Background: an optimization exercise with open tools, aiming at small area, a short achievable clock period and few clock cycles. Do not read the settings as production practice. The RTL was checked by simulation tests, not by an equivalence proof against the original design.

==> design/flow/design.v <==
module dfe_delta_cb (
    input  wire [4:0]  idx,
    output reg  [3:0]  len,
    output reg  [13:0] codel
);
    always @(*) begin
        case (idx)
            5'd0: begin len = 4'd2; codel = 14'h0000; end
            5'd1: begin len = 4'd2; codel = 14'h1000; end
            5'd2: begin len = 4'd3; codel = 14'h2000; end
            5'd3: begin len = 4'd3; codel = 14'h2800; end
            5'd4: begin len = 4'd4; codel = 14'h3000; end
            5'd5: begin len = 4'd4; codel = 14'h3400; end
            5'd6: begin len = 4'd5; codel = 14'h3800; end
            5'd7: begin len = 4'd5; codel = 14'h3a00; end
            5'd8: begin len = 4'd6; codel = 14'h3c00; end
            5'd9: begin len = 4'd6; codel = 14'h3d00; end
            5'd10: begin len = 4'd7; codel = 14'h3e00; end
            5'd11: begin len = 4'd7; codel = 14'h3e80; end
            5'd12: begin len = 4'd8; codel = 14'h3f00; end
            5'd13: begin len = 4'd8; codel = 14'h3f40; end
            5'd14: begin len = 4'd8; codel = 14'h3f80; end
            5'd15: begin len = 4'd9; codel = 14'h3fc0; end
            5'd16: begin len = 4'd10; codel = 14'h3fe0; end
            5'd17: begin len = 4'd14; codel = 14'h3ff2; end
            5'd18: begin len = 4'd14; codel = 14'h3ff3; end
            5'd19: begin len = 4'd14; codel = 14'h3ff4; end
            5'd20: begin len = 4'd14; codel = 14'h3ff5; end
            5'd21: begin len = 4'd14; codel = 14'h3ff6; end
            5'd22: begin len = 4'd14; codel = 14'h3ff7; end
            5'd23: begin len = 4'd14; codel = 14'h3ff8; end
            5'd24: begin len = 4'd14; codel = 14'h3ff9; end
            5'd25: begin len = 4'd14; codel = 14'h3ffa; end
            5'd26: begin len = 4'd14; codel = 14'h3ffb; end
            5'd27: begin len = 4'd14; codel = 14'h3ffc; end
            5'd28: begin len = 4'd14; codel = 14'h3ffd; end
            5'd29: begin len = 4'd14; codel = 14'h3ffe; end
            5'd30: begin len = 4'd14; codel = 14'h3fff; end
            5'd31: begin len = 4'd13; codel = 14'h3ff0; end
            default: begin len = 4'd0; codel = 14'h0; end
        endcase
    end
endmodule
module dfe_delta_fld (
    input  wire [16:0] oh,
    input  wire [15:0] raw,
    output wire [25:0] fld,
    output wire [4:0]  tlen
);
    wire [25:0] f0 = 26'h0000000;
    wire [25:0] f1 = 26'h1000000 | ({10'd0, raw & 16'h0001} << 23);
    wire [25:0] f2 = 26'h2000000 | ({10'd0, raw & 16'h0003} << 21);
    wire [25:0] f3 = 26'h2800000 | ({10'd0, raw & 16'h0007} << 20);
    wire [25:0] f4 = 26'h3000000 | ({10'd0, raw & 16'h000f} << 18);
    wire [25:0] f5 = 26'h3400000 | ({10'd0, raw & 16'h001f} << 17);
    wire [25:0] f6 = 26'h3800000 | ({10'd0, raw & 16'h003f} << 15);
    wire [25:0] f7 = 26'h3a00000 | ({10'd0, raw & 16'h007f} << 14);
    wire [25:0] f8 = 26'h3c00000 | ({10'd0, raw & 16'h00ff} << 12);
    wire [25:0] f9 = 26'h3d00000 | ({10'd0, raw & 16'h01ff} << 11);
    wire [25:0] f10 = 26'h3e00000 | ({10'd0, raw & 16'h03ff} << 9);
    wire [25:0] f11 = 26'h3e80000 | ({10'd0, raw & 16'h07ff} << 8);
    wire [25:0] f12 = 26'h3f00000 | ({10'd0, raw & 16'h0fff} << 6);
    wire [25:0] f13 = 26'h3f40000 | ({10'd0, raw & 16'h1fff} << 5);
    wire [25:0] f14 = 26'h3f80000 | ({10'd0, raw & 16'h3fff} << 4);
    wire [25:0] f15 = 26'h3fc0000 | ({10'd0, raw & 16'h7fff} << 2);
    wire [25:0] f16 = 26'h3fe0000 | ({10'd0, raw & 16'hffff} << 0);
    assign fld = ({26{oh[0]}} & f0) |
                 ({26{oh[1]}} & f1) |
                 ({26{oh[2]}} & f2) |
                 ({26{oh[3]}} & f3) |
                 ({26{oh[4]}} & f4) |
                 ({26{oh[5]}} & f5) |
                 ({26{oh[6]}} & f6) |
                 ({26{oh[7]}} & f7) |
                 ({26{oh[8]}} & f8) |
                 ({26{oh[9]}} & f9) |
                 ({26{oh[10]}} & f10) |
                 ({26{oh[11]}} & f11) |
                 ({26{oh[12]}} & f12) |
                 ({26{oh[13]}} & f13) |
                 ({26{oh[14]}} & f14) |
                 ({26{oh[15]}} & f15) |
                 ({26{oh[16]}} & f16);
    assign tlen[0] = oh[1] | oh[2] | oh[5] | oh[6] | oh[9] | oh[10] | oh[13];
    assign tlen[1] = oh[0] | oh[1] | oh[3] | oh[6] | oh[8] | oh[9] | oh[11] | oh[14] | oh[16];
    assign tlen[2] = oh[2] | oh[3] | oh[7] | oh[8] | oh[9] | oh[12] | oh[13] | oh[14];
    assign tlen[3] = oh[4] | oh[5] | oh[6] | oh[7] | oh[8] | oh[9] | oh[15] | oh[16];
    assign tlen[4] = oh[10] | oh[11] | oh[12] | oh[13] | oh[14] | oh[15] | oh[16];
endmodule
module dfe_run_cb (
    input  wire [7:0]  idx,
    output reg  [4:0]  len,
    output reg  [19:0] bitsl
);
    always @(*) begin
        case (idx)
            8'd0: begin len = 5'd2; bitsl = 20'h00000; end
            8'd1: begin len = 5'd3; bitsl = 20'h40000; end
            8'd2: begin len = 5'd3; bitsl = 20'h60000; end
            8'd3: begin len = 5'd3; bitsl = 20'h80000; end
            8'd4: begin len = 5'd4; bitsl = 20'ha0000; end
            8'd5: begin len = 5'd4; bitsl = 20'hb0000; end
            8'd6: begin len = 5'd4; bitsl = 20'hc0000; end
            8'd7: begin len = 5'd5; bitsl = 20'hd0000; end
            8'd8: begin len = 5'd5; bitsl = 20'hd8000; end
            8'd9: begin len = 5'd5; bitsl = 20'he0000; end
            8'd10: begin len = 5'd6; bitsl = 20'he8000; end
            8'd11: begin len = 5'd6; bitsl = 20'hec000; end
            8'd12: begin len = 5'd6; bitsl = 20'hf0000; end
            8'd13: begin len = 5'd7; bitsl = 20'hf4000; end
            8'd14: begin len = 5'd7; bitsl = 20'hf6000; end
            8'd15: begin len = 5'd8; bitsl = 20'hfa000; end
            8'd16: begin len = 5'd8; bitsl = 20'hfb000; end
            8'd17: begin len = 5'd8; bitsl = 20'hfc000; end
            8'd18: begin len = 5'd9; bitsl = 20'hfd000; end
            8'd19: begin len = 5'd9; bitsl = 20'hfd800; end
            8'd20: begin len = 5'd9; bitsl = 20'hfe000; end
            8'd21: begin len = 5'd10; bitsl = 20'hfe800; end
            8'd22: begin len = 5'd10; bitsl = 20'hfec00; end
            8'd23: begin len = 5'd10; bitsl = 20'hff000; end
            8'd24: begin len = 5'd11; bitsl = 20'hff400; end
            8'd25: begin len = 5'd11; bitsl = 20'hff600; end
            8'd26: begin len = 5'd11; bitsl = 20'hff800; end
            8'd27: begin len = 5'd12; bitsl = 20'hffa00; end
            8'd28: begin len = 5'd12; bitsl = 20'hffb00; end
            8'd29: begin len = 5'd13; bitsl = 20'hffc00; end
            8'd30: begin len = 5'd13; bitsl = 20'hffc80; end
            8'd31: begin len = 5'd13; bitsl = 20'hffd00; end
            8'd32: begin len = 5'd14; bitsl = 20'hffd80; end
            8'd33: begin len = 5'd14; bitsl = 20'hffdc0; end
            8'd34: begin len = 5'd14; bitsl = 20'hffe00; end
            8'd35: begin len = 5'd15; bitsl = 20'hffe40; end
            8'd36: begin len = 5'd15; bitsl = 20'hffe60; end
            8'd37: begin len = 5'd15; bitsl = 20'hffe80; end
            8'd38: begin len = 5'd16; bitsl = 20'hffea0; end
            8'd39: begin len = 5'd16; bitsl = 20'hffeb0; end
            8'd40: begin len = 5'd17; bitsl = 20'hffec0; end
            8'd41: begin len = 5'd17; bitsl = 20'hffec8; end
            8'd42: begin len = 5'd17; bitsl = 20'hffed0; end
            8'd43: begin len = 5'd18; bitsl = 20'hffed8; end
            8'd44: begin len = 5'd18; bitsl = 20'hffedc; end
            8'd45: begin len = 5'd18; bitsl = 20'hffee0; end
            8'd46: begin len = 5'd19; bitsl = 20'hffee4; end
            8'd47: begin len = 5'd19; bitsl = 20'hffee6; end
            8'd48: begin len = 5'd19; bitsl = 20'hffee8; end
            8'd49: begin len = 5'd20; bitsl = 20'hfff7a; end
            8'd50: begin len = 5'd20; bitsl = 20'hfff7b; end
            8'd51: begin len = 5'd20; bitsl = 20'hfff7c; end
            8'd52: begin len = 5'd20; bitsl = 20'hfff7d; end
            8'd53: begin len = 5'd20; bitsl = 20'hfff7e; end
            8'd54: begin len = 5'd20; bitsl = 20'hfff7f; end
            8'd55: begin len = 5'd20; bitsl = 20'hfff80; end
            8'd56: begin len = 5'd20; bitsl = 20'hfff81; end
            8'd57: begin len = 5'd20; bitsl = 20'hfff82; end
            8'd58: begin len = 5'd20; bitsl = 20'hfff83; end
            8'd59: begin len = 5'd20; bitsl = 20'hfff84; end
            8'd60: begin len = 5'd20; bitsl = 20'hfff85; end
            8'd61: begin len = 5'd20; bitsl = 20'hfff86; end
            8'd62: begin len = 5'd20; bitsl = 20'hfff87; end
            8'd63: begin len = 5'd20; bitsl = 20'hfff88; end
            8'd64: begin len = 5'd20; bitsl = 20'hfff89; end
            8'd65: begin len = 5'd20; bitsl = 20'hfff8a; end
            8'd66: begin len = 5'd20; bitsl = 20'hfff8b; end
            8'd67: begin len = 5'd20; bitsl = 20'hfff8c; end
            8'd68: begin len = 5'd20; bitsl = 20'hfff8d; end
            8'd69: begin len = 5'd20; bitsl = 20'hfff8e; end
            8'd70: begin len = 5'd20; bitsl = 20'hfff8f; end
            8'd71: begin len = 5'd20; bitsl = 20'hfff90; end
            8'd72: begin len = 5'd20; bitsl = 20'hfff91; end
            8'd73: begin len = 5'd20; bitsl = 20'hfff92; end
            8'd74: begin len = 5'd20; bitsl = 20'hfff93; end
            8'd75: begin len = 5'd20; bitsl = 20'hfff94; end
            8'd76: begin len = 5'd20; bitsl = 20'hfff95; end
            8'd77: begin len = 5'd20; bitsl = 20'hfff96; end
            8'd78: begin len = 5'd20; bitsl = 20'hfff97; end
            8'd79: begin len = 5'd20; bitsl = 20'hfff98; end
            8'd80: begin len = 5'd20; bitsl = 20'hfff99; end
            8'd81: begin len = 5'd20; bitsl = 20'hfff9a; end
            8'd82: begin len = 5'd20; bitsl = 20'hfff9b; end
            8'd83: begin len = 5'd20; bitsl = 20'hfff9c; end
            8'd84: begin len = 5'd20; bitsl = 20'hfff9d; end
            8'd85: begin len = 5'd20; bitsl = 20'hfff9e; end
            8'd86: begin len = 5'd20; bitsl = 20'hfff9f; end
            8'd87: begin len = 5'd20; bitsl = 20'hfffa0; end
            8'd88: begin len = 5'd20; bitsl = 20'hfffa1; end
            8'd89: begin len = 5'd20; bitsl = 20'hfffa2; end
            8'd90: begin len = 5'd20; bitsl = 20'hfffa3; end
            8'd91: begin len = 5'd20; bitsl = 20'hfffa4; end
            8'd92: begin len = 5'd20; bitsl = 20'hfffa5; end
            8'd93: begin len = 5'd20; bitsl = 20'hfffa6; end
            8'd94: begin len = 5'd20; bitsl = 20'hfffa7; end
            8'd95: begin len = 5'd20; bitsl = 20'hfffa8; end
            8'd96: begin len = 5'd20; bitsl = 20'hfffa9; end
            8'd97: begin len = 5'd20; bitsl = 20'hfffaa; end
            8'd98: begin len = 5'd20; bitsl = 20'hfffab; end
            8'd99: begin len = 5'd20; bitsl = 20'hfffac; end
            8'd100: begin len = 5'd20; bitsl = 20'hfffad; end
            8'd101: begin len = 5'd20; bitsl = 20'hfffae; end
            8'd102: begin len = 5'd20; bitsl = 20'hfffaf; end
            8'd103: begin len = 5'd20; bitsl = 20'hfffb0; end
            8'd104: begin len = 5'd20; bitsl = 20'hfffb1; end
            8'd105: begin len = 5'd20; bitsl = 20'hfffb2; end
            8'd106: begin len = 5'd20; bitsl = 20'hfffb3; end
            8'd107: begin len = 5'd20; bitsl = 20'hfffb4; end
            8'd108: begin len = 5'd20; bitsl = 20'hfffb5; end
            8'd109: begin len = 5'd20; bitsl = 20'hfffb6; end
            8'd110: begin len = 5'd20; bitsl = 20'hfffb7; end
            8'd111: begin len = 5'd20; bitsl = 20'hfffb8; end
            8'd112: begin len = 5'd20; bitsl = 20'hfffb9; end
            8'd113: begin len = 5'd20; bitsl = 20'hfffba; end
            8'd114: begin len = 5'd20; bitsl = 20'hfffbb; end
            8'd115: begin len = 5'd20; bitsl = 20'hfffbc; end
            8'd116: begin len = 5'd20; bitsl = 20'hfffbd; end
            8'd117: begin len = 5'd20; bitsl = 20'hfffbe; end
            8'd118: begin len = 5'd20; bitsl = 20'hfffbf; end
            8'd119: begin len = 5'd20; bitsl = 20'hfffc0; end
            8'd120: begin len = 5'd20; bitsl = 20'hfffc1; end
            8'd121: begin len = 5'd20; bitsl = 20'hfffc2; end
            8'd122: begin len = 5'd20; bitsl = 20'hfffc3; end
            8'd123: begin len = 5'd20; bitsl = 20'hfffc4; end
            8'd124: begin len = 5'd20; bitsl = 20'hfffc5; end
            8'd125: begin len = 5'd20; bitsl = 20'hfffc6; end
            8'd126: begin len = 5'd20; bitsl = 20'hfffc7; end
            8'd127: begin len = 5'd20; bitsl = 20'hfffc8; end
            8'd128: begin len = 5'd20; bitsl = 20'hfffc9; end
            8'd129: begin len = 5'd20; bitsl = 20'hfffca; end
            8'd130: begin len = 5'd20; bitsl = 20'hfffcb; end
            8'd131: begin len = 5'd20; bitsl = 20'hfffcc; end
            8'd132: begin len = 5'd20; bitsl = 20'hfffcd; end
            8'd133: begin len = 5'd20; bitsl = 20'hfffce; end
            8'd134: begin len = 5'd20; bitsl = 20'hfffcf; end
            8'd135: begin len = 5'd20; bitsl = 20'hfffd0; end
            8'd136: begin len = 5'd20; bitsl = 20'hfffd1; end
            8'd137: begin len = 5'd20; bitsl = 20'hfffd2; end
            8'd138: begin len = 5'd20; bitsl = 20'hfffd3; end
            8'd139: begin len = 5'd20; bitsl = 20'hfffd4; end
            8'd140: begin len = 5'd20; bitsl = 20'hfffd5; end
            8'd141: begin len = 5'd20; bitsl = 20'hfffd6; end
            8'd142: begin len = 5'd20; bitsl = 20'hfffd7; end
            8'd143: begin len = 5'd20; bitsl = 20'hfffd8; end
            8'd144: begin len = 5'd20; bitsl = 20'hfffd9; end
            8'd145: begin len = 5'd20; bitsl = 20'hfffda; end
            8'd146: begin len = 5'd20; bitsl = 20'hfffdb; end
            8'd147: begin len = 5'd20; bitsl = 20'hfffdc; end
            8'd148: begin len = 5'd20; bitsl = 20'hfffdd; end
            8'd149: begin len = 5'd20; bitsl = 20'hfffde; end
            8'd150: begin len = 5'd20; bitsl = 20'hfffdf; end
            8'd151: begin len = 5'd20; bitsl = 20'hfffe0; end
            8'd152: begin len = 5'd20; bitsl = 20'hfffe1; end
            8'd153: begin len = 5'd20; bitsl = 20'hfffe2; end
            8'd154: begin len = 5'd20; bitsl = 20'hfffe3; end
            8'd155: begin len = 5'd20; bitsl = 20'hfffe4; end
            8'd156: begin len = 5'd20; bitsl = 20'hfffe5; end
            8'd157: begin len = 5'd20; bitsl = 20'hfffe6; end
            8'd158: begin len = 5'd20; bitsl = 20'hfffe7; end
            8'd159: begin len = 5'd20; bitsl = 20'hfffe8; end
            8'd160: begin len = 5'd20; bitsl = 20'hfffe9; end
            8'd161: begin len = 5'd20; bitsl = 20'hfffea; end
            8'd162: begin len = 5'd20; bitsl = 20'hfffeb; end
            8'd163: begin len = 5'd20; bitsl = 20'hfffec; end
            8'd164: begin len = 5'd20; bitsl = 20'hfffed; end
            8'd165: begin len = 5'd20; bitsl = 20'hfffee; end
            8'd166: begin len = 5'd20; bitsl = 20'hfffef; end
            8'd167: begin len = 5'd20; bitsl = 20'hffff0; end
            8'd168: begin len = 5'd20; bitsl = 20'hffff1; end
            8'd169: begin len = 5'd20; bitsl = 20'hffff2; end
            8'd170: begin len = 5'd20; bitsl = 20'hffff3; end
            8'd171: begin len = 5'd20; bitsl = 20'hffff4; end
            8'd172: begin len = 5'd20; bitsl = 20'hffff5; end
            8'd173: begin len = 5'd20; bitsl = 20'hffff6; end
            8'd174: begin len = 5'd20; bitsl = 20'hffff7; end
            8'd175: begin len = 5'd20; bitsl = 20'hffff8; end
            8'd176: begin len = 5'd20; bitsl = 20'hffff9; end
            8'd177: begin len = 5'd20; bitsl = 20'hffffa; end
            8'd178: begin len = 5'd20; bitsl = 20'hffffb; end
            8'd179: begin len = 5'd20; bitsl = 20'hffffc; end
            8'd180: begin len = 5'd20; bitsl = 20'hffffd; end
            8'd181: begin len = 5'd20; bitsl = 20'hffffe; end
            8'd182: begin len = 5'd20; bitsl = 20'hfffff; end
            8'd183: begin len = 5'd19; bitsl = 20'hffeea; end
            8'd184: begin len = 5'd19; bitsl = 20'hffeec; end
            8'd185: begin len = 5'd19; bitsl = 20'hffeee; end
            8'd186: begin len = 5'd19; bitsl = 20'hffef0; end
            8'd187: begin len = 5'd19; bitsl = 20'hffef2; end
            8'd188: begin len = 5'd19; bitsl = 20'hffef4; end
            8'd189: begin len = 5'd19; bitsl = 20'hffef6; end
            8'd190: begin len = 5'd19; bitsl = 20'hffef8; end
            8'd191: begin len = 5'd19; bitsl = 20'hffefa; end
            8'd192: begin len = 5'd19; bitsl = 20'hffefc; end
            8'd193: begin len = 5'd19; bitsl = 20'hffefe; end
            8'd194: begin len = 5'd19; bitsl = 20'hfff00; end
            8'd195: begin len = 5'd19; bitsl = 20'hfff02; end
            8'd196: begin len = 5'd19; bitsl = 20'hfff04; end
            8'd197: begin len = 5'd19; bitsl = 20'hfff06; end
            8'd198: begin len = 5'd19; bitsl = 20'hfff08; end
            8'd199: begin len = 5'd19; bitsl = 20'hfff0a; end
            8'd200: begin len = 5'd19; bitsl = 20'hfff0c; end
            8'd201: begin len = 5'd19; bitsl = 20'hfff0e; end
            8'd202: begin len = 5'd19; bitsl = 20'hfff10; end
            8'd203: begin len = 5'd19; bitsl = 20'hfff12; end
            8'd204: begin len = 5'd19; bitsl = 20'hfff14; end
            8'd205: begin len = 5'd19; bitsl = 20'hfff16; end
            8'd206: begin len = 5'd19; bitsl = 20'hfff18; end
            8'd207: begin len = 5'd19; bitsl = 20'hfff1a; end
            8'd208: begin len = 5'd19; bitsl = 20'hfff1c; end
            8'd209: begin len = 5'd19; bitsl = 20'hfff1e; end
            8'd210: begin len = 5'd19; bitsl = 20'hfff20; end
            8'd211: begin len = 5'd19; bitsl = 20'hfff22; end
            8'd212: begin len = 5'd19; bitsl = 20'hfff24; end
            8'd213: begin len = 5'd19; bitsl = 20'hfff26; end
            8'd214: begin len = 5'd19; bitsl = 20'hfff28; end
            8'd215: begin len = 5'd19; bitsl = 20'hfff2a; end
            8'd216: begin len = 5'd19; bitsl = 20'hfff2c; end
            8'd217: begin len = 5'd19; bitsl = 20'hfff2e; end
            8'd218: begin len = 5'd19; bitsl = 20'hfff30; end
            8'd219: begin len = 5'd19; bitsl = 20'hfff32; end
            8'd220: begin len = 5'd19; bitsl = 20'hfff34; end
            8'd221: begin len = 5'd19; bitsl = 20'hfff36; end
            8'd222: begin len = 5'd19; bitsl = 20'hfff38; end
            8'd223: begin len = 5'd19; bitsl = 20'hfff3a; end
            8'd224: begin len = 5'd19; bitsl = 20'hfff3c; end
            8'd225: begin len = 5'd19; bitsl = 20'hfff3e; end
            8'd226: begin len = 5'd19; bitsl = 20'hfff40; end
            8'd227: begin len = 5'd19; bitsl = 20'hfff42; end
            8'd228: begin len = 5'd19; bitsl = 20'hfff44; end
            8'd229: begin len = 5'd19; bitsl = 20'hfff46; end
            8'd230: begin len = 5'd19; bitsl = 20'hfff48; end
            8'd231: begin len = 5'd19; bitsl = 20'hfff4a; end
            8'd232: begin len = 5'd19; bitsl = 20'hfff4c; end
            8'd233: begin len = 5'd19; bitsl = 20'hfff4e; end
            8'd234: begin len = 5'd19; bitsl = 20'hfff50; end
            8'd235: begin len = 5'd19; bitsl = 20'hfff52; end
            8'd236: begin len = 5'd19; bitsl = 20'hfff54; end
            8'd237: begin len = 5'd19; bitsl = 20'hfff56; end
            8'd238: begin len = 5'd19; bitsl = 20'hfff58; end
            8'd239: begin len = 5'd19; bitsl = 20'hfff5a; end
            8'd240: begin len = 5'd19; bitsl = 20'hfff5c; end
            8'd241: begin len = 5'd19; bitsl = 20'hfff5e; end
            8'd242: begin len = 5'd19; bitsl = 20'hfff60; end
            8'd243: begin len = 5'd19; bitsl = 20'hfff62; end
            8'd244: begin len = 5'd19; bitsl = 20'hfff64; end
            8'd245: begin len = 5'd19; bitsl = 20'hfff66; end
            8'd246: begin len = 5'd19; bitsl = 20'hfff68; end
            8'd247: begin len = 5'd19; bitsl = 20'hfff6a; end
            8'd248: begin len = 5'd19; bitsl = 20'hfff6c; end
            8'd249: begin len = 5'd19; bitsl = 20'hfff6e; end
            8'd250: begin len = 5'd19; bitsl = 20'hfff70; end
            8'd251: begin len = 5'd19; bitsl = 20'hfff72; end
            8'd252: begin len = 5'd19; bitsl = 20'hfff74; end
            8'd253: begin len = 5'd19; bitsl = 20'hfff76; end
            8'd254: begin len = 5'd19; bitsl = 20'hfff78; end
            8'd255: begin len = 5'd7; bitsl = 20'hf8000; end
            default: begin len = 5'd0; bitsl = 20'h0; end
        endcase
    end
endmodule
module dfe_top (
    input  wire        clk,
    input  wire        rst,
    input  wire        cmd_valid,
    output wire        cmd_ready,
    input  wire [63:0] cmd_data,
    input  wire [7:0]  reg_addr,
    output reg  [31:0] reg_rdata,
    output wire        sink_valid,
    output wire [7:0]  sink_data,
    input  wire        sink_ready,
    input  wire        sink_err
);
    localparam [1:0] S_UNCONF = 2'd0, S_IDLE = 2'd1, S_FRAME = 2'd2, S_ERROR = 2'd3;
    localparam [3:0] OP_NOP = 4'h0, OP_CONFIG = 4'h1, OP_FSTART = 4'h2, OP_PIXEL = 4'h3,
                     OP_PUTB = 4'h4, OP_FLUSH = 4'h5, OP_ENCD = 4'h6, OP_ENCR = 4'h7,
                     OP_CLEAR = 4'h8;
    localparam [2:0] R_OK = 3'd0, R_RESERVED = 3'd1, R_STATE = 3'd2, R_OPERAND = 3'd3,
                     R_MISMATCH = 3'd4, R_PENDING = 3'd5, R_OVERFLOW = 3'd6,
                     R_ABORT = 3'd7;
    localparam [3:0] Q_IDLE   = 4'd0,    
                     Q_MUL    = 4'd1,    
                     Q_RUN    = 4'd2,    
                     Q_RESC   = 4'd3,    
                     Q_DELTA  = 4'd4,    
                     Q_DCODE  = 4'd5,    
                     Q_NORM   = 4'd6,    
                     Q_RAW    = 4'd7,    
                     Q_PIXUPD = 4'd8,    
                     Q_ENDUPD = 4'd9,    
                     Q_FLUSH  = 4'd10,   
                     Q_EMIT   = 4'd11,   
                     Q_FEND   = 4'd12;   
    reg [1:0]  state;
    reg [15:0] cfg_w, cfg_h;
    reg [31:0] length;
    reg [31:0] pix_idx;
    reg [31:0] run_len;
    reg [15:0] prev;
    reg [77:0] win;
    reg [6:0]  occ;           
    reg [63:0] frame_bytes;
    reg [63:0] total_bytes;
    reg        done;
    reg [2:0]  resp;
    reg        err_abort;     
    reg [3:0]  step;
    reg [3:0]  ret_step;      
    reg [5:0]  cnt;           
    reg [5:0]  raw_n;         
    reg        flushing;      
    reg        closing;       
    reg        use_opnd;      
    reg        dneg_r;        
    reg        pix_last;      
    reg [31:0] opnd;          
    assign cmd_ready  = (step == Q_IDLE);
    assign sink_valid = (step == Q_EMIT);
    assign sink_data  = win[77:70];
    wire [3:0]  op    = cmd_data[63:60];
    wire [15:0] c_w   = cmd_data[31:16];
    wire [15:0] c_h   = cmd_data[15:0];
    wire [31:0] c_a   = cmd_data[31:0];
    wire [5:0]  c_n   = cmd_data[37:32];
    reg reserved;
    always @(*) begin
        case (op)
            OP_NOP, OP_FLUSH, OP_CLEAR:           reserved = |cmd_data[59:0];
            OP_CONFIG, OP_FSTART, OP_PIXEL,
            OP_ENCD, OP_ENCR:                     reserved = |cmd_data[59:32];
            OP_PUTB:                              reserved = |cmd_data[59:38];
            default:                              reserved = 1'b1;
        endcase
    end
    reg state_ok;
    always @(*) begin
        case (op)
            OP_CONFIG:                       state_ok = (state == S_UNCONF) || (state == S_IDLE);
            OP_FSTART:                       state_ok = (state == S_IDLE);
            OP_PIXEL:                        state_ok = (state == S_FRAME);
            OP_PUTB, OP_FLUSH, OP_ENCD, OP_ENCR:
                                             state_ok = (state == S_UNCONF) || (state == S_IDLE);
            default:                         state_ok = 1'b1;
        endcase
    end
    wire acc_empty   = (occ == 7'd0);
    wire operand_bad = ((op == OP_CONFIG) && ((c_w == 16'd0) || (c_h == 16'd0))) ||
                       ((op == OP_PUTB) && (c_n > 6'd32)) ||
                       ((op == OP_PIXEL) && (c_a[31:16] != 16'd0));
    wire mismatch    = (op == OP_FSTART) && ((c_w != cfg_w) || (c_h != cfg_h));
    wire pending     = ((op == OP_CONFIG) || (op == OP_FSTART)) && !acc_empty;
    wire overflow    = (op == OP_ENCD) && (c_a == 32'h8000_0000);
    reg [2:0] rej_code;
    always @(*) begin
        if (reserved)         rej_code = R_RESERVED;
        else if (!state_ok)   rej_code = R_STATE;
        else if (operand_bad) rej_code = R_OPERAND;
        else if (mismatch)    rej_code = R_MISMATCH;
        else if (pending)     rej_code = R_PENDING;
        else if (overflow)    rej_code = R_OVERFLOW;
        else                  rej_code = R_OK;
    end
    wire        pix_valid = (c_a[15:0] != 16'd0);           
    wire [31:0] pix_next  = pix_idx + 32'd1;
    wire        is_last   = (pix_next == length);
    wire        in_idle   = (step == Q_IDLE);
    wire [15:0] ps   = in_idle ? c_a[15:0] : opnd[15:0];
    wire [16:0] pdp  = {1'b0, ps} - {1'b0, prev};
    wire [16:0] pdn  = {1'b0, prev} - {1'b0, ps};
    wire        psgn = pdp[16];                              
    wire [15:0] pmag = psgn ? pdn[15:0] : pdp[15:0];
    wire [15:0] praw = psgn ? ~pdn[15:0] : pdp[15:0];        
    reg  [16:0] psm;                                         
    integer i;
    always @(*) begin
        psm[16] = 1'b0;
        for (i = 15; i >= 0; i = i - 1)
            psm[i] = psm[i + 1] | pmag[i];
    end
    wire [16:0] dk = {psm[15:0], 1'b1} & ~psm[16:0];        
    wire [25:0] dfld;
    wire [4:0]  dflen;
    dfe_delta_fld u_dfld (.oh(dk), .raw(praw), .fld(dfld), .tlen(dflen));
    function [5:0] bitlen;
        input [31:0] m;
        integer j;
        begin
            bitlen = 6'd0;
            for (j = 0; j < 32; j = j + 1)
                if (m[j]) bitlen = j + 1;
        end
    endfunction
    wire [5:0]  ek = bitlen(dneg_r ? ~opnd : opnd);
    wire [3:0]  eclen;
    wire [13:0] ecode;
    dfe_delta_cb u_dcb (.idx(ek[4:0]), .len(eclen), .codel(ecode));
    wire [31:0] rval  = (use_opnd && !in_idle) ? opnd : run_len;
    wire        resc  = (rval > 32'd254);
    wire [7:0]  rcat  = resc ? 8'd255 : rval[7:0];
    wire [31:0] rraw  = rval - 32'd255;
    wire [4:0]  rlen;
    wire [19:0] rcode;
    dfe_run_cb u_rcb (.idx(rcat), .len(rlen), .bitsl(rcode));
    reg  [31:0] gv;
    reg  [5:0]  gn;
    always @(*) begin
        case (step)
            Q_RESC:  begin gv = rraw;          gn = 6'd32; end
            Q_DCODE: begin gv = {ecode, 18'd0}; gn = {2'd0, eclen}; end
            Q_RAW:   begin gv = opnd;          gn = raw_n; end
            default: begin gv = {rcode, 12'd0}; gn = {1'b0, rlen}; end    
        endcase
    end
    wire        ins_d   = (step == Q_DELTA) || (in_idle && !resc);
    wire [6:0]  gend    = (step == Q_DELTA) ? occ : occ + {1'b0, gn};
    wire [6:0]  occ_ins = gend + (ins_d ? {2'd0, dflen} : 7'd0);
    wire [77:0] g_ins   = (step == Q_DELTA) ? 78'd0 : ({gv, 46'd0} >> occ);
    wire [77:0] d_ins   = ins_d ? ({dfld, 52'd0} >> gend) : 78'd0;
    wire [77:0] win_ins = win | g_ins | d_ins;
    wire [6:0]  room    = 7'd32 - gend;
    wire        g_ovf   = (gend > 7'd32);
    wire        ovf     = g_ovf || (ins_d && ({2'd0, dflen} > room));
    wire [3:0]  after_run = closing ? Q_ENDUPD : use_opnd ? Q_IDLE : Q_DELTA;
    reg  [3:0]  ins_next;
    always @(*) begin
        case (step)
            Q_RUN:   ins_next = resc ? Q_RESC : after_run;
            Q_RESC:  ins_next = after_run;
            Q_DELTA: ins_next = Q_PIXUPD;
            Q_DCODE: ins_next = (ek == 6'd0) ? Q_IDLE : Q_NORM;
            default: ins_next = Q_IDLE;                      
        endcase
    end
    wire [6:0]  occ_sub8 = (occ > 7'd8) ? (occ - 7'd8) : 7'd0;
    wire [16:0] mul_sum = {1'b0, length[31:16]} + (length[0] ? {1'b0, cfg_w} : 17'd0);
    always @(posedge clk) begin
        if (rst) begin
            state       <= S_UNCONF;
            cfg_w       <= 16'd0;
            cfg_h       <= 16'd0;
            length      <= 32'd0;
            pix_idx     <= 32'd0;
            run_len     <= 32'd0;
            prev        <= 16'd0;
            win         <= 78'd0;
            occ         <= 7'd0;
            frame_bytes <= 64'd0;
            total_bytes <= 64'd0;
            done        <= 1'b0;
            resp        <= R_OK;
            err_abort   <= 1'b0;
            step        <= Q_IDLE;
        end else begin
            case (step)
                Q_IDLE: if (cmd_valid) begin
                    closing  <= 1'b0;
                    use_opnd <= 1'b0;
                    pix_last <= is_last;
                    resp     <= rej_code;
                    if (rej_code == R_OK) begin
                        case (op)
                            OP_CONFIG: begin
                                cfg_w       <= c_w;
                                cfg_h       <= c_h;
                                length      <= {16'd0, c_h};
                                cnt         <= 6'd0;
                                total_bytes <= 64'd0;
                                frame_bytes <= 64'd0;
                                done        <= 1'b0;
                                pix_idx     <= 32'd0;
                                run_len     <= 32'd0;
                                prev        <= 16'd0;
                                state       <= S_IDLE;
                                step        <= Q_MUL;
                            end
                            OP_FSTART: begin
                                run_len     <= 32'd0;
                                prev        <= 16'd0;
                                pix_idx     <= 32'd0;
                                frame_bytes <= 64'd0;
                                done        <= 1'b0;
                                state       <= S_FRAME;
                            end
                            OP_PIXEL: begin
                                opnd <= {16'd0, c_a[15:0]};
                                if (pix_valid) begin
                                    win <= win_ins;
                                    occ <= occ_ins;
                                    if (ovf) begin
                                        cnt      <= 6'd0;
                                        flushing <= 1'b0;
                                        ret_step <= resc ? Q_RESC : Q_PIXUPD;
                                        step     <= Q_EMIT;
                                    end else if (resc) begin
                                        step <= Q_RESC;
                                    end else if (is_last) begin
                                        step <= Q_PIXUPD;
                                    end else begin
                                        run_len <= 32'd0;
                                        prev    <= c_a[15:0];
                                        pix_idx <= pix_next;
                                    end
                                end else begin
                                    run_len <= run_len + 32'd1;
                                    pix_idx <= pix_next;
                                    if (is_last) begin
                                        closing <= 1'b1;
                                        step    <= Q_RUN;
                                    end
                                end
                            end
                            OP_PUTB: begin
                                opnd  <= c_a;
                                raw_n <= c_n;
                                cnt   <= c_n;
                                step  <= Q_NORM;
                            end
                            OP_FLUSH: step <= Q_FLUSH;
                            OP_ENCD: begin
                                opnd   <= c_a[31] ? (c_a - 32'd1) : c_a;
                                dneg_r <= c_a[31];
                                step   <= Q_DCODE;
                            end
                            OP_ENCR: begin
                                opnd     <= c_a;
                                use_opnd <= 1'b1;
                                step     <= Q_RUN;
                            end
                            OP_CLEAR: begin
                                win       <= 78'd0;
                                occ       <= 7'd0;
                                run_len   <= 32'd0;
                                prev      <= 16'd0;
                                pix_idx   <= 32'd0;
                                done      <= 1'b0;
                                err_abort <= 1'b0;
                                state     <= (cfg_w != 16'd0) ? S_IDLE : S_UNCONF;
                            end
                            default: ;
                        endcase
                    end
                end
                Q_MUL: begin
                    length <= {mul_sum, length[15:1]};
                    cnt    <= cnt + 6'd1;
                    if (cnt == 6'd15) step <= Q_IDLE;
                end
                Q_RUN, Q_RESC, Q_DELTA, Q_DCODE, Q_RAW: begin
                    win <= win_ins;
                    occ <= occ_ins;
                    if (step == Q_DCODE) begin
                        raw_n <= ek;
                        cnt   <= ek;
                    end
                    if (ovf) begin
                        cnt      <= 6'd0;
                        flushing <= 1'b0;
                        ret_step <= ins_next;
                        step     <= Q_EMIT;
                    end else begin
                        step <= ins_next;
                    end
                end
                Q_NORM: begin
                    if (cnt == 6'd32) begin
                        step <= Q_RAW;
                    end else begin
                        opnd <= {opnd[30:0], 1'b0};
                        cnt  <= cnt + 6'd1;
                    end
                end
                Q_PIXUPD: begin
                    run_len <= 32'd0;
                    prev    <= opnd[15:0];
                    pix_idx <= pix_next;
                    if (pix_last) begin
                        closing <= 1'b1;
                        step    <= Q_RUN;
                    end else begin
                        step <= Q_IDLE;
                    end
                end
                Q_ENDUPD: begin
                    run_len <= 32'd0;
                    step    <= Q_FLUSH;
                end
                Q_FLUSH: begin
                    if (occ == 7'd0) begin
                        step <= closing ? Q_FEND : Q_IDLE;
                    end else begin
                        flushing <= 1'b1;
                        ret_step <= closing ? Q_FEND : Q_IDLE;
                        step     <= Q_EMIT;
                    end
                end
                Q_EMIT: if (sink_ready) begin
                    if (sink_err) begin
                        state     <= S_ERROR;
                        err_abort <= 1'b1;
                        resp      <= R_ABORT;
                        win       <= 78'd0;
                        occ       <= 7'd0;
                        done      <= 1'b0;
                        step      <= Q_IDLE;
                    end else begin
                        total_bytes <= total_bytes + 64'd1;
                        if (state == S_FRAME)
                            frame_bytes <= frame_bytes + 64'd1;
                        win <= {win[69:0], 8'd0};
                        occ <= occ_sub8;
                        cnt <= cnt + 6'd1;
                        if (flushing ? (occ <= 7'd8)
                                     : ((cnt[1:0] == 2'd3) && (occ <= 7'd40))) begin
                            if (ret_step == Q_PIXUPD && !pix_last) begin
                                run_len <= 32'd0;
                                prev    <= opnd[15:0];
                                pix_idx <= pix_next;
                                step    <= Q_IDLE;
                            end else begin
                                cnt  <= raw_n;
                                step <= ret_step;
                            end
                        end
                    end
                end
                Q_FEND: begin
                    state <= S_IDLE;
                    done  <= 1'b1;
                    step  <= Q_IDLE;
                end
                default: step <= Q_IDLE;
            endcase
        end
    end
    wire [7:0] last_resp = (resp == R_ABORT) ? 8'h10 : {5'd0, resp};
    wire [6:0] free      = 7'd32 - occ;
    always @(*) begin
        case (reg_addr)
            8'h00: reg_rdata = {8'd0, 3'd0, err_abort, 4'd0, last_resp, 4'd0, acc_empty, done, state};
            8'h04: reg_rdata = {cfg_w, cfg_h};
            8'h08: reg_rdata = length;
            8'h0C: reg_rdata = pix_idx;
            8'h10: reg_rdata = run_len;
            8'h14: reg_rdata = {16'd0, prev};
            8'h18: reg_rdata = win[77:46];
            8'h20: reg_rdata = {25'd0, free};
            8'h24: reg_rdata = frame_bytes[31:0];
            8'h28: reg_rdata = frame_bytes[63:32];
            8'h2C: reg_rdata = total_bytes[31:0];
            8'h30: reg_rdata = total_bytes[63:32];
            8'h34: reg_rdata = 32'h0020_1020;    
            default: reg_rdata = 32'd0;
        endcase
    end
endmodule
==> design/flow/run.sh <==
#!/bin/bash
# synth_recipe.tcl (not shown) runs the flow's synth.tcl, then flattens the netlist and writes it again
# the make line also repeats each setting of config.mk as NAME=value (left out here)
make -C /OpenROAD-flow-scripts/flow DESIGN_CONFIG=/design/flow/config.mk WORK_HOME=/design/flow/orfs CLKGATE_MAP_FILE= SYNTH_SCRIPT=/design/flow/synth_recipe.tcl finish
==> design/flow/config.mk <==
export PLATFORM = sky130hd
export DESIGN_NAME = dfe_top
export DESIGN_NICKNAME = dfe_top
export VERILOG_FILES = /design/flow/design.v
export SDC_FILE = /design/flow/constraint.sdc
export NUM_CORES = 4
export LEC_CHECK = 0
export CAP_MARGIN = 20
export CORE_MARGIN = 2
export CORE_UTILIZATION = 40
export SLEW_MARGIN = 20
export SYNTH_MEMORY_MAX_BITS = 16384
==> design/flow/constraint.sdc <==
create_clock -name core_clock -period 12.0 [get_ports {clk}]
set_input_delay 2.4000 -clock core_clock [delete_from_list [all_inputs] [get_ports {clk}]]
set_output_delay 2.4000 -clock core_clock [all_outputs]
set_load 0.01 [all_outputs]
==> flow_metrics.py, run 1 <==
metrics = {
    "global_routing": {
        "grt_pass1_vias": 43501,
        "groute.usage.overall_pct": 39.5,
        "grt_max_degree": 85,
        "met3_usage_pct": 10.4,
        "grt_use_met1_pct": 54.7,
        "grt.busiest_layer": "met2",
        "antenna_found_initial": 7,
        "grt_pass1_wl_um": 309000,
        "met2_usage_pct": 56.0,
        "gr-total-overflow": 0,
    },
    "setup_path": {
        "cp-start-kind": "primary input",
        "path_max_fanout": 23,
        "worst-setup-path-type": "primary input to flop",
        "worst_path_largest_cell_delay_ns": 0.84,
        "cp_data_required_time_ns": 12.59,
        "end_kind": "flop",
        "cpMostUsedCell": "o21ai_0",
        "crit_buf_inv": 2,
        "arrival_ns": 11.19,
        "slowest_stage": "o21ai_0",
        "critPathTopFamily": "compound AO/OA/AOI/OAI gates",
    },
    "outcome": {
        "status": "timing/DRC/antenna clean",
    },
    "detailed_routing": {
        "detail_route.vias_per_cell": 6.95,
        "drc": 0,
        "drtIter0Drc": 8134,
        "firstDrtPassIters": 8,
        "drt_wl_total_um": 216000,
        "vias": 49163,
        "wl_per_cell_um": 30.5,
        "ant_nets": 0,
    },
    "logic_synthesis": {
        "synthArstFlopShare_pct": 0,
        "netlist_area_mm2": 0.0410,
        "syn_nets": 5939,
        "yosysMostFrequentCell": "nand2_1",
        "yosysTopAreaCell": "dfxtp_1",
        "synth_warnings": 3,
        "synth_edf_count": 53,
        "yosys.area.top_type_share_pct": 18.0,
        "postSynthAreaPerCell_um2": 7.11,
        "synth-seq-cells": 421,
        "synthTopCellsByArea": "dfxtp_1 18%, nand2_1 5.8%, nor2_1 5.7%",
        "synth_commonest_cells": "639 x nand2_1, 626 x nor2_1, 445 x a21oi_1, 368 x clkbuf_1, 368 x dfxtp_1",
        "ys_seq_area_share_pct": 21.8,
        "synth_flop_cell": "dfxtp_1",
        "synth_cell_types": 115,
        "syn_inst": 5768,
    },
    "timing": {
        "fin_skew_ns": 0.0302,
        "setup_tns_ns": 0,
        "finalCritPeriodShare_pct": 88.3,
        "rsz0062_at_grt": "false",
        "worstMarginPinSlew_ns": 1.15,
        "relSlewSlack_pct": 22.9,
        "finalHoldViolations": 0,
        "drv_slew": 0,
        "min_period_ns": 10.59,
        "clock.fmax_ghz": 0.0944,
        "setup_viol": 0,
    },
    "clock_network": {
        "ctsHoldBuffers": 0,
        "post_cts_buffers": 0,
        "clk_latency_ns": 0.67,
        "tritoncts": "yes",
        "clk_pin_slew_worst_paths_ns": 0.06,
        "numCtsBuffers": 52,
        "htreeDepth": 2,
        "root_buffer": "clkbuf_16",
        "cts_resized": 0,
        "cts.sinks": 421,
        "cts_buffer_depth": 3,
    },
    "placement": {
        "gp_congestion": 1.05,
        "io_buffer_count": 118,
        "hpwl_um": 164000,
    },
    "cells_and_area": {
        "fill_cells": 10608,
        "drive_gt1_share_pct": 7.95,
        "layout.nets": 5828,
        "syn_to_final_growth_pct": 10.7,
    },
    "run": {
        "maxCapViolCount": 0,
    },
    "die": {
        "core_mm2": 0.102,
        "start_util_pct": 40.3,
        "die_y_um": 324,
        "die_w_um": 324,
        "rows": 117,
        "num_io_pins": 119,
        "die_area_mm2": 0.105,
    },
    "hold_path": {
        "hold_path.class": "flop to flop",
    },
}
## logic make-up (layout without fill, tap and decap cells)
group / Yosys count / in the layout / synth area share (%)
compound gates: 1881 / 1881 / 31.3
xor+xnor: 304 / 304 / 6.49
fa+ha+maj: 94 / 94 / 2.96
buf+inv: 590 / 523 / 5.75
flops: 421 / 421 / 21.8
mux: 145 / 145 / 4.36
other cells: 0 / 2 / 0
simple gates: 2333 / 2333 / 27.3
## worst reg2reg max path: cells and delay by family, from the launching register on
| kind | cells | cell delay, ns |
|---|---|---|
| AND/OR/NAND/NOR | 11 | 4.29 |
| AO/OA/AOI/OAI | 15 | 3.79 |
| adder cells (fa/ha/maj) | 2 | 0.88 |
| buffers and inverters | 2 | 0.59 |
| flip-flops | 1 | 0.60 |
## final cells by class
cell class / count / area [um^2] / area share [%]
clock inverters: 27 / 345 / 0.761
inverters: 124 / 465 / 1.03
repair buffers: 301 / 2590 / 5.70
clock buffers: 71 / 1480 / 3.26
multi-input cells: 4757 / 29800 / 65.7
well taps: 1368 / 1710 / 3.77
flip-flops and latches: 421 / 8960 / 19.7
diodes: 2 / 5.00 / 0.0110
## worst paths after layout
| check | from | to | slack (ns) | cells after the start |
|---|---|---|---|---|
| hold reg to reg | cfg_h[6] | cfg_h[6] | 0.50 | 2 |
| setup / recovery | cmd_data[1] | pix_idx[28] | 1.41 | 28 |
| setup reg to reg | step[1] | pix_idx[28] | 1.77 | 30 |
| hold / removal | cfg_h[6] | cfg_h[6] | 0.50 | 2 |
## routing by layer
metal	vias to the layer above	share of wire, %
li1	21523	-
met1	23386	40
met2	3604	40
met3	644	13
met4	6	6.1
met5	-	0.020
## per-stage QoR
| step | cell area [um^2] | cells | hold slack (ns) | setup slack, ns | util (%) |
|---|---|---|---|---|---|
| floorplan | 41000 | 5768 | 0.456 | 2.84 | - |
| global placement | 43500 | 6970 | 0.478 | 1.20 | 42.8 |
| detailed placement | 43500 | 6970 | 0.487 | 0.984 | 42.8 |
| CTS | 45300 | 7068 | 0.495 | 1.65 | 44.6 |
| global route | 45400 | 7069 | 0.540 | 0.774 | 44.6 |
| finish | 45400 | 7071 | 0.504 | 1.41 | 44.6 |
## flip-flops by register name, summed over array words and instances, names as in the netlist, 32 cells and up
name	flops
length	32
opnd	32
pix_idx	32
win	78
run_len	32
total_bytes	64
frame_bytes	64
## placed cells by master, fill, tap and decap left out, types with 53 or more instances in the layout
cell type / instances
a21oi_1: 444
nand3_1: 257
a31oi_1: 75
and3_1: 84
nor3_1: 176
a211oi_1: 115
or3_1: 83
dfxtp_1: 367
a221oi_1: 98
nor2_1: 614
o21ai_0: 342
o22ai_1: 61
mux2i_1: 78
and2_1: 57
xnor2_1: 146
ha_1: 89
edfxtp_1: 53
buf_4: 181
nand2_1: 635
a22oi_1: 88
nand4_1: 91
nor4_1: 85
o211ai_1: 74
clkbuf_16: 53
xor2_1: 158
clkdlybuf4s50_1: 117
inv_1: 121
Testbench counts, summed over its fixed seeds: cycles 12,882.
==> run 2: changes to the inputs <==
--- a/design/flow/design.v
+++ b/design/flow/design.v
@@ -490,7 +490,7 @@
     wire [3:0]  eclen;
     wire [13:0] ecode;
     dfe_delta_cb u_dcb (.idx(ek[4:0]), .len(eclen), .codel(ecode));
-    wire [31:0] rval  = (use_opnd && !in_idle) ? opnd : run_len;
+    wire [31:0] rval  = use_opnd ? opnd : run_len;
     wire        resc  = (rval > 32'd254);
     wire [7:0]  rcat  = resc ? 8'd255 : rval[7:0];
     wire [31:0] rraw  = rval - 32'd255;
--- a/design/flow/config.mk
+++ b/design/flow/config.mk
@@ -8,5 +8,6 @@
 export CAP_MARGIN = 20
 export CORE_MARGIN = 2
 export CORE_UTILIZATION = 40
+export SETUP_SLACK_MARGIN = 4
 export SLEW_MARGIN = 20
 export SYNTH_MEMORY_MAX_BITS = 16384
==> flow_metrics.py, run 2 <==
metrics = {
    "logic_synthesis": {
        "synth_cell_types": 112,
        "postSynthAreaPerCell_um2": 7.12,
        "synth_warnings": 3,
        "synth_commonest_cells": "622 x nand2_1, 606 x nor2_1, 462 x a21oi_1, 380 x clkbuf_1, 368 x dfxtp_1",
        "synth-seq-cells": 421,
        "synth_edf_count": 53,
        "netlist_area_mm2": 0.0406,
        "yosysTopAreaCell": "dfxtp_1",
        "synth_flop_cell": "dfxtp_1",
        "ys_seq_area_share_pct": 22.0,
        "yosysMostFrequentCell": "nand2_1",
        "syn_nets": 5879,
        "synthTopCellsByArea": "dfxtp_1 18%, nand2_1 5.7%, a21oi_1 5.7%",
        "syn_inst": 5708,
        "synthArstFlopShare_pct": 0,
        "yosys.area.top_type_share_pct": 18.1,
    },
    "die": {
        "rows": 116,
        "start_util_pct": 40.5,
        "die_w_um": 323,
        "die_area_mm2": 0.104,
        "die_y_um": 323,
        "core_mm2": 0.100,
        "num_io_pins": 119,
    },
    "timing": {
        "clock.fmax_ghz": 0.123,
        "finalHoldViolations": 0,
        "drv_slew": 0,
        "min_period_ns": 8.13,
        "setup_tns_ns": 0,
        "finalCritPeriodShare_pct": 67.8,
        "rsz0062_at_grt": "true",
        "relSlewSlack_pct": 17.6,
        "worstMarginPinSlew_ns": 1.20,
        "fin_skew_ns": 0.0445,
        "setup_viol": 0,
    },
    "global_routing": {
        "antenna_found_initial": 10,
        "gr-total-overflow": 0,
        "groute.usage.overall_pct": 39.9,
        "grt_pass1_wl_um": 310000,
        "grt_max_degree": 90,
        "grt_pass1_vias": 44372,
    },
    "detailed_routing": {
        "drtIter0Drc": 7464,
        "routed-wl-met2_um": 90400,
        "ant_nets": 0,
        "firstDrtPassIters": 14,
        "drt_wl_total_um": 218000,
        "vias": 49564,
        "detail_route.vias_per_cell": 6.96,
        "drc": 0,
        "highest_layer": "met5",
        "wl_per_cell_um": 30.6,
        "wl_met3_um": 25700,
        "wl_met1_um": 84500,
    },
    "setup_path": {
        "path_max_fanout": 8,
        "cp_data_required_time_ns": 12.54,
        "end_kind": "flop",
        "crit_buf_inv": 7,
        "worst-setup-path-type": "primary input to flop",
        "critPathTopFamily": "simple AND/OR/NAND/NOR gates",
        "r2r_slack_ns": 3.89,
        "arrival_ns": 8.68,
        "cp-start-kind": "primary input",
        "worst_path_largest_cell_delay_ns": 0.60,
        "slowest_stage": "or4_4",
    },
    "clock_network": {
        "htreeDepth": 2,
        "clk_pin_slew_worst_paths_ns": 0.06,
        "clk_latency_ns": 0.65,
        "numCtsBuffers": 51,
        "root_buffer": "clkbuf_16",
        "cts_buffer_depth": 3,
        "cts.sinks": 421,
        "tritoncts": "yes",
        "ctsHoldBuffers": 0,
    },
    "cells_and_area": {
        "drive_gt1_share_pct": 13.8,
        "largest_reg_flops": 78,
        "layout_commonest_cell": "nand2_1",
        "fill_cells": 10046,
        "syn_to_final_growth_pct": 18.2,
        "final_cell_mix": "606 x nand2_1, 564 x nor2_1, 442 x a21oi_1",
        "layout.nets": 5887,
        "fin_util_pct": 47.8,
        "top_register": "win",
        "fin_area_mm2": 0.0480,
        "reg_top3": "win: 78 flops, frame_bytes: 64 flops, total_bytes: 64 flops",
    },
    "placement": {
        "hpwl_um": 162000,
        "io_buffer_count": 118,
        "gp_congestion": 1.05,
        "place_area_mm2": 0.0433,
    },
    "hold_path": {
        "hold_path.class": "flop to flop",
    },
    "run": {
        "maxCapViolCount": 0,
    },
    "outcome": {
        "status": "timing/DRC/antenna clean",
    },
}
==> run 2: changes by cell type after synthesis, sizes merged, moves of 14 or more <==
cell	delta
a211oi	+19
a21oi	+18
nand2	-17
nand3	-29
nor2	-22
nor4	-18
o21ai	-14
xnor2	+19
==> run 2: what timing repair did <==
action                                  CTS  global route
endpoints found under the setup margin  200           195
gates cloned                             10            13
pin swaps                                36            86
setup buffers                            72            53
resized for setup                       160           218
==> run 2: cell families (layout without fill, tap and decap cells) <==
group / count (synthesis) / count (layout) / share of synthesized area (%)
adders and majority gates: 94 / 94 / 2.99
xor gates and xnor gates: 310 / 310 / 6.68
AOI/OAI and AO/OA: 1880 / 1881 / 31.7
and+or+nand+nor: 2250 / 2254 / 26.6
muxes: 142 / 142 / 4.04
buffers and inverters: 611 / 655 / 5.93
DFF: 421 / 421 / 22.0
other: 0 / 6 / 0
==> run 2: routing by layer <==
metal / up-vias / global-route usage (%)
met2: 3503 / 59.3
met1: 23701 / 51.3
met4: 6 / 25.2
met5: - / 0
li1: 21552 / -
met3: 802 / 10.1
==> run 2: stage by stage <==
step | worst slack, ns | hold slack [ns] | instances
floorplan | 3.81 | 0.423 | 5708
global placement | 1.88 | 0.434 | 6872
detailed placement | 1.66 | 0.441 | 6872
CTS | 4.01 | 0.449 | 7048
global route | 3.66 | 0.491 | 7115
finish | 3.87 | 0.452 | 7120
==> run 2: final cells by class <==
type                    count  area (um^2)  share of cell area, %
multi-input cells        4681        31000                   64.5
flip-flops and latches    421         8960                   18.6
repair buffers            427         4060                   8.45
well taps                1357         1700                   3.53
clock buffers              69         1500                   3.11
inverters                 134          541                   1.12
clock inverters            25          268                  0.557
diodes                      6         15.0                 0.0312
==> run 2: worst paths after layout <==
path,to,depth (start not counted),startpoint
setup / recovery,run_len[22],29,cmd_data[4]
hold / removal,win[3],2,win[3]
setup reg to reg,run_len[22],38,use_opnd
hold reg to reg,win[3],2,win[3]
==> run 2: worst reg2reg max path, delay by kind of cell, from the launching register on <==
| kind | cells | cell delay, ns |
|---|---|---|
| buffers and inverters | 7 | 1.05 |
| xor gates and xnor gates | 4 | 0.70 |
| adders and majority gates | 4 | 1.23 |
| DFF | 1 | 0.35 |
| AOI/OAI and AO/OA | 14 | 2.83 |
| and+or+nand+nor | 9 | 1.90 |
Testbench counts of run 2, summed over its fixed seeds: cycles 12,882.
==> run 3: changes to the inputs <==
--- a/design/flow/config.mk
+++ b/design/flow/config.mk
@@ -5,6 +5,7 @@
 export SDC_FILE = /design/flow/constraint.sdc
 export NUM_CORES = 4
 export LEC_CHECK = 0
+export ABC_AREA = 1
 export CAP_MARGIN = 20
 export CORE_MARGIN = 2
 export CORE_UTILIZATION = 40
==> flow_metrics.py, run 3 <==
metrics = {
    "logic_synthesis": {
        "yosys.area_share.simple_pct": 33.9,
        "yosys.area.top_type_share_pct": 19.3,
        "syn_nets": 6561,
        "synth_xor_area_share_pct": 3.74,
        "synth-seq-cells": 421,
        "synth_top_family_by_area": "simple AND/OR/NAND/NOR gates",
        "synth_compound_area_share_pct": 24.3,
        "synth_cell_types": 77,
        "yosysTopAreaCell": "dfxtp_1",
        "syn_inst": 6390,
        "ys_seq_area_share_pct": 23.5,
        "synthTopCellsByArea": "dfxtp_1 19%, nand2_1 14%, a21oi_1 8.0%",
        "synthArstFlopShare_pct": 0,
        "muxShareOfSynthArea_pct": 0.236,
        "postSynthAreaPerCell_um2": 5.97,
        "synth_commonest_cells": "1412 x nand2_1, 765 x inv_1, 613 x a21oi_1, 578 x nor2_1, 531 x o21ai_0",
        "synth_edf_count": 53,
        "netlist_area_mm2": 0.0382,
        "synthAdderAreaFrac_pct": 3.18,
        "yosysMostFrequentCell": "nand2_1",
        "synth_flop_cell": "dfxtp_1",
        "synth_warnings": 3,
    },
    "global_routing": {
        "met2_usage_pct": 57.0,
        "met3_usage_pct": 8.31,
        "grt.busiest_layer": "met2",
        "grt_pass1_vias": 42436,
        "grt_max_degree": 76,
        "gr-total-overflow": 0,
        "grt_pass1_wl_um": 281000,
        "antenna_found_initial": 5,
        "groute.usage.overall_pct": 37.8,
        "grt_use_met1_pct": 50.5,
    },
    "detailed_routing": {
        "drtIter0Drc": 6659,
        "drc": 0,
        "drt_wl_total_um": 196000,
        "detail_route.vias_per_cell": 6.03,
        "vias": 47741,
        "wl_per_cell_um": 24.7,
        "ant_nets": 0,
        "firstDrtPassIters": 6,
    },
    "hold_path": {
        "hold_path.class": "flop to flop",
        "hold_path_startpoint": "total_bytes[36]",
        "hold_path_depth": 1,
        "worstHoldEndpoint": "total_bytes[36]",
    },
    "timing": {
        "drv_slew": 0,
        "setup_viol": 0,
        "rsz0062_at_grt": "true",
        "setup_tns_ns": 0,
        "worstMarginPinSlew_ns": 1.28,
        "min_period_ns": 8.15,
        "holdWs_ns": 0.449,
        "fin_skew_ns": 0.0432,
        "clock.fmax_ghz": 0.123,
        "relSlewSlack_pct": 13.6,
        "finalHoldViolations": 0,
        "finalCritPeriodShare_pct": 67.9,
    },
    "cells_and_area": {
        "syn_to_final_growth_pct": 23.6,
        "layout_commonest_cell": "nand2_1",
        "layout.nets": 6772,
        "finalNonFillerCells": 7913,
        "drive_gt1_share_pct": 14.7,
        "top_register": "win",
        "reg_top3": "win: 78 flops, frame_bytes: 64 flops, total_bytes: 64 flops",
        "largest_reg_flops": 78,
        "final_cell_mix": "1313 x nand2_1, 729 x inv_1, 573 x a21oi_1",
    },
    "die": {
        "start_util_pct": 40.3,
        "core_mm2": 0.0947,
        "die_area_mm2": 0.0979,
        "die_y_um": 313,
        "rows": 113,
        "num_io_pins": 119,
        "die_w_um": 313,
    },
    "clock_network": {
        "tritoncts": "yes",
        "clk_pin_slew_worst_paths_ns": 0.06,
        "cts_buffer_depth": 3,
        "clk_latency_ns": 0.68,
        "cts.sinks": 421,
        "root_buffer": "clkbuf_16",
        "htreeDepth": 2,
        "numCtsBuffers": 53,
    },
    "setup_path": {
        "arrival_ns": 8.66,
        "crit_buf_inv": 12,
        "r2r_slack_ns": 4.00,
        "worst-setup-path-type": "primary input to flop",
        "worst_path_largest_cell_delay_ns": 0.35,
        "cp-start-kind": "primary input",
        "r2r_start": "step[0]",
        "cp_data_required_time_ns": 12.52,
        "critPathTopFamily": "simple AND/OR/NAND/NOR gates",
        "slowest_stage": "fa_2",
        "timing.rr.end": "run_len[15]",
        "end_kind": "flop",
        "reg2regPathDepth": 58,
        "path_max_fanout": 3,
    },
    "placement": {
        "gp_congestion": 1.05,
        "place_inst": 7563,
        "io_buffer_count": 118,
        "hpwl_um": 147000,
    },
    "run": {
        "maxCapViolCount": 0,
    },
    "outcome": {
        "status": "timing/DRC/antenna clean",
    },
}
==> run 3: cell type report <==
cell class                 instances  area (um^2)
multi-input combinational       4857        27300
sequential                       421         8960
timing repair buffer             460         4360
clock buffer                      82         1600
clock inverter                    16          220
inverter                         804         3110
antenna                            4         10.0
tap                             1265         1580
timing repair inverter             4         27.5
fill                            9844        47600
==> run 3: worst max path at each step <==
stage / from / to / depth (start not counted)
after CTS: use_opnd / run_len[16] / 51
final: cmd_data[0] / run_len[15] / 55
after global routing: cmd_data[0] / run_len[16] / 57
after floorplan: cmd_data[2] / run_len[16] / 50
after global placement: cmd_data[9] / run_len[19] / 43
after detailed placement: cmd_data[1] / run_len[19] / 45
==> run 3: metal layers <==
layer / up-vias / wire length, um
met5: - / 28
met4: 4 / 12000
met3: 530 / 21400
met2: 2881 / 83200
met1: 22246 / 79300
li1: 22080 / -
==> run 3: cell families after synthesis <==
| kind of cell | Yosys count |
|---|---|
| AND/OR/NAND/NOR | 2962 |
| AO/OA/AOI/OAI | 1628 |
| buffers and inverters | 1113 |
| flip-flops | 421 |
| XOR/XNOR | 163 |
| adder cells (fa/ha/maj) | 94 |
| multiplexers | 9 |
==> run 3: through the flow <==
step / utilization (%) / instance area (um^2) / setup slack [ns]
2_1_floorplan: - / 38200 / 4.00
3_3_place_gp: 42.8 / 40500 / 1.59
3_5_place_dp: 42.8 / 40600 / 1.35
4_1_cts: 46.9 / 44400 / 3.62
5_1_grt: 49.8 / 47200 / 3.60
6_report: 49.8 / 47200 / 3.85
==> run 3: repair_timing <==
item                                    4_1_cts  5_1_grt
resized for setup                           268      483
gates cloned                                  6        6
hold buffers                                  0        0
endpoints found under the setup margin      196      197
setup buffers                               145       90
pin swaps                                    89      182
==> run 3: worst reg2reg max path, delay by kind of cell, from the launching register on <==
| family | cells | cell delay, ns |
|---|---|---|
| and+or+nand+nor | 35 | 4.09 |
| buffers and inverters | 12 | 1.87 |
| AOI/OAI and AO/OA | 8 | 0.83 |
| adders and majority gates | 3 | 0.71 |
| DFF | 1 | 0.38 |
==> run 4: changes to the inputs <==
==> design/flow/config.mk (replaced) <==
export PLATFORM = sky130hd
export DESIGN_NAME = dfe_top
export DESIGN_NICKNAME = dfe_top
export VERILOG_FILES = /design/flow/design.v
export SDC_FILE = /design/flow/constraint.sdc
export NUM_CORES = 4
export LEC_CHECK = 0
export CAP_MARGIN = 20
export CORE_MARGIN = 2
export CORE_UTILIZATION = 40
export SETUP_SLACK_MARGIN = 5
export SLEW_MARGIN = 20
export SYNTH_MEMORY_MAX_BITS = 16384
==> flow_metrics.py, run 4 <==
metrics = {
    "clock_network": {
        "clk_pin_slew_worst_paths_ns": 0.07,
        "htreeDepth": 2,
        "numCtsBuffers": 52,
        "cts_buffer_depth": 3,
        "cts.sinks": 421,
        "tritoncts": "yes",
        "ctsHoldBuffers": 0,
        "root_buffer": "clkbuf_16",
        "clk_latency_ns": 0.66,
    },
    "timing": {
        "fin_skew_ns": 0.0288,
        "setup_viol": 0,
        "setup_tns_ns": 0,
        "clock.fmax_ghz": 0.124,
        "min_period_ns": 8.03,
        "relSlewSlack_pct": 16.0,
        "drv_slew": 0,
        "finalHoldViolations": 0,
        "worstMarginPinSlew_ns": 1.26,
        "finalCritPeriodShare_pct": 66.9,
        "rsz0062_at_grt": "true",
    },
    "detailed_routing": {
        "drtIter0Drc": 7922,
        "drt_wl_total_um": 223000,
        "detail_route.vias_per_cell": 6.93,
        "firstDrtPassIters": 8,
        "ant_nets": 0,
        "vias": 50024,
        "wl_per_cell_um": 30.9,
        "drc": 0,
    },
    "logic_synthesis": {
        "yosysMostFrequentCell": "nand2_1",
        "synth_flop_cell": "dfxtp_1",
        "syn_inst": 5708,
        "synthTopCellsByArea": "dfxtp_1 18%, nand2_1 5.7%, a21oi_1 5.7%",
        "yosysTopAreaCell": "dfxtp_1",
        "postSynthAreaPerCell_um2": 7.12,
        "ys_seq_area_share_pct": 22.0,
        "synth_commonest_cells": "622 x nand2_1, 606 x nor2_1, 462 x a21oi_1, 380 x clkbuf_1, 368 x dfxtp_1",
        "synthArstFlopShare_pct": 0,
        "yosys.area.top_type_share_pct": 18.1,
        "synth_cell_types": 112,
        "syn_nets": 5879,
        "synth_edf_count": 53,
        "netlist_area_mm2": 0.0406,
        "synth-seq-cells": 421,
        "synth_warnings": 3,
    },
    "die": {
        "rows": 116,
        "start_util_pct": 40.5,
        "die_area_mm2": 0.104,
        "core_mm2": 0.100,
        "die_y_um": 323,
        "num_io_pins": 119,
        "die_w_um": 323,
    },
    "global_routing": {
        "antenna_found_initial": 7,
        "grt_pass1_vias": 45514,
        "grt_max_degree": 100,
        "gr-total-overflow": 0,
        "grt_pass1_wl_um": 319000,
        "groute.usage.overall_pct": 41.0,
    },
    "setup_path": {
        "end_kind": "flop",
        "critical_path.startpoint": "use_opnd",
        "crit_buf_inv": 7,
        "path_max_fanout": 35,
        "cp_data_required_time_ns": 12.58,
        "r2r_start": "use_opnd",
        "worst_path_largest_cell_delay_ns": 0.61,
        "arrival_ns": 8.62,
        "cp-start-kind": "flop",
        "critPathTopFamily": "compound AO/OA/AOI/OAI gates",
        "slowest_stage": "or4b_2",
        "worst-setup-path-type": "flop to flop",
    },
    "cells_and_area": {
        "top_register": "win",
        "fin_util_pct": 50.2,
        "finalNonFillerCells": 7220,
        "syn_to_final_growth_pct": 24.1,
        "fin_area_mm2": 0.0504,
        "largest_reg_flops": 78,
        "reg_top3": "win: 78 flops, frame_bytes: 64 flops, total_bytes: 64 flops",
        "drive_gt1_share_pct": 18.1,
        "final_cell_mix": "600 x nand2_1, 562 x nor2_1, 433 x a21oi_1",
        "layout_commonest_cell": "nand2_1",
        "layout.nets": 5988,
    },
    "placement": {
        "place_area_mm2": 0.0434,
        "place_inst": 6863,
        "hpwl_um": 163000,
        "io_buffer_count": 118,
        "gp_congestion": 1.06,
    },
    "hold_path": {
        "hold_path.class": "flop to flop",
        "hold_path_startpoint": "win[3]",
    },
    "outcome": {
        "status": "timing/DRC/antenna clean",
    },
    "run": {
        "maxCapViolCount": 0,
    },
}
run 4: cell types whose count changed after synthesis, moves of 82 or more:
cell,change
nand2_1,-790
inv_1,-638
nand3_1,-237
o21ai_0,-205
clkbuf_1,+153
a21oi_1,-151
xnor2_1,+105
and3_1,+87
mux2i_1,+82
run 4: cells by family (layout without fill, tap and decap cells):
family / Yosys count / in the layout / share of synthesized area (%)
buffers and inverters: 611 / 757 / 5.93
AOI/OAI and AO/OA: 1880 / 1881 / 31.7
other: 0 / 3 / 0
DFF: 421 / 421 / 22.0
and+or+nand+nor: 2250 / 2255 / 26.6
adders and majority gates: 94 / 94 / 2.99
xor gates and xnor gates: 310 / 310 / 6.68
muxes: 142 / 142 / 4.04
run 4: path summary, 6_finish.rpt:
kind	end	slack, ns	cells past startpoint
max	pix_idx[5]	3.97	35
min	win[3]	0.45	2
max reg2reg	pix_idx[5]	3.97	35
min reg2reg	win[3]	0.45	2
run 4: layout make-up:
type	instances	area, um^2
fillers	9872	50000
diodes	3	7.51
clock inverters	24	265
repair buffers	526	5130
multi-input cells	4682	32300
inverters	134	552
flip-flops and latches	421	8960
well taps	1357	1700
clock buffers	73	1510
run 4: what timing repair did:
action                                  CTS  global route
hold endpoints to repair                  0             0
pin swaps                               125            86
endpoints found under the setup margin  332           288
cloned                                   21             2
setup buffers                           163            71
gates resized for setup                 523           176
run 4: through the flow:
stage          worst slack [ns]  hold slack, ns
2_1_floorplan              3.81           0.423
3_3_place_gp               1.61           0.436
3_5_place_dp               1.38           0.442
4_1_cts                    4.17           0.451
5_1_grt                    3.78           0.510
6_report                   3.97           0.455
run 4: per-layer routing:
metal / up-vias / global-route usage, % / part of all wire (%) / wire length [um]
met5: - / 0 / 0.013 / 29
met4: 4 / 27.5 / 8.4 / 18700
met3: 797 / 10.7 / 12 / 27100
met2: 3470 / 60.7 / 41 / 92500
met1: 24021 / 52.3 / 38 / 85200
li1: 21732 / - / - / -
run 4: tightest hold or removal path, cell delays in order, from the launching register on:
cell	delay [ns]
dfxtp_1	0.31
nand2_1	0.05
o21ai_1	0.05

==> afterwards: timing with drivers on the ports <==
The results above use ideal ports. As a check the final layouts listed here were re-extracted and re-timed, cells and wires unchanged.
Step 1: set_driving_cell puts a clkbuf_16 on clk and a buf_2 on each other input, an assumption about the parent block.
Step 2 adds t to the input delays and takes it off the output delays; t is the mean of the earliest and latest rising clock arrival at the registers after step 1. Input paths then give back, and output paths get back, about the clock's delay inside the block.
Slacks: ideal / step 1 / step 2; pairs: ideal / step 1.
run	t, ns	slack for setup (ns)	worst register clock-pin slew, ns	worst data-port slew with drivers (ns)	pins driven straight from the clock port
run 1	0.730	1.405 / 1.438 / 0.709	0.07 / 0.07	0.07	1
run 2	0.700	3.867 / 3.893 / 3.196	0.07 / 0.07	0.19	1
run 3	0.726	3.854 / 3.888 / 3.163	0.07 / 0.07	0.04	1
run 4	0.722	3.968 / 3.968 / 3.292	0.07 / 0.07	0.18	1
After both steps setup and hold are still met in every run listed. For run 1, which loses most, drivers alone change the setup slack by +0.033 ns; drivers and shift together by -0.696 ns.
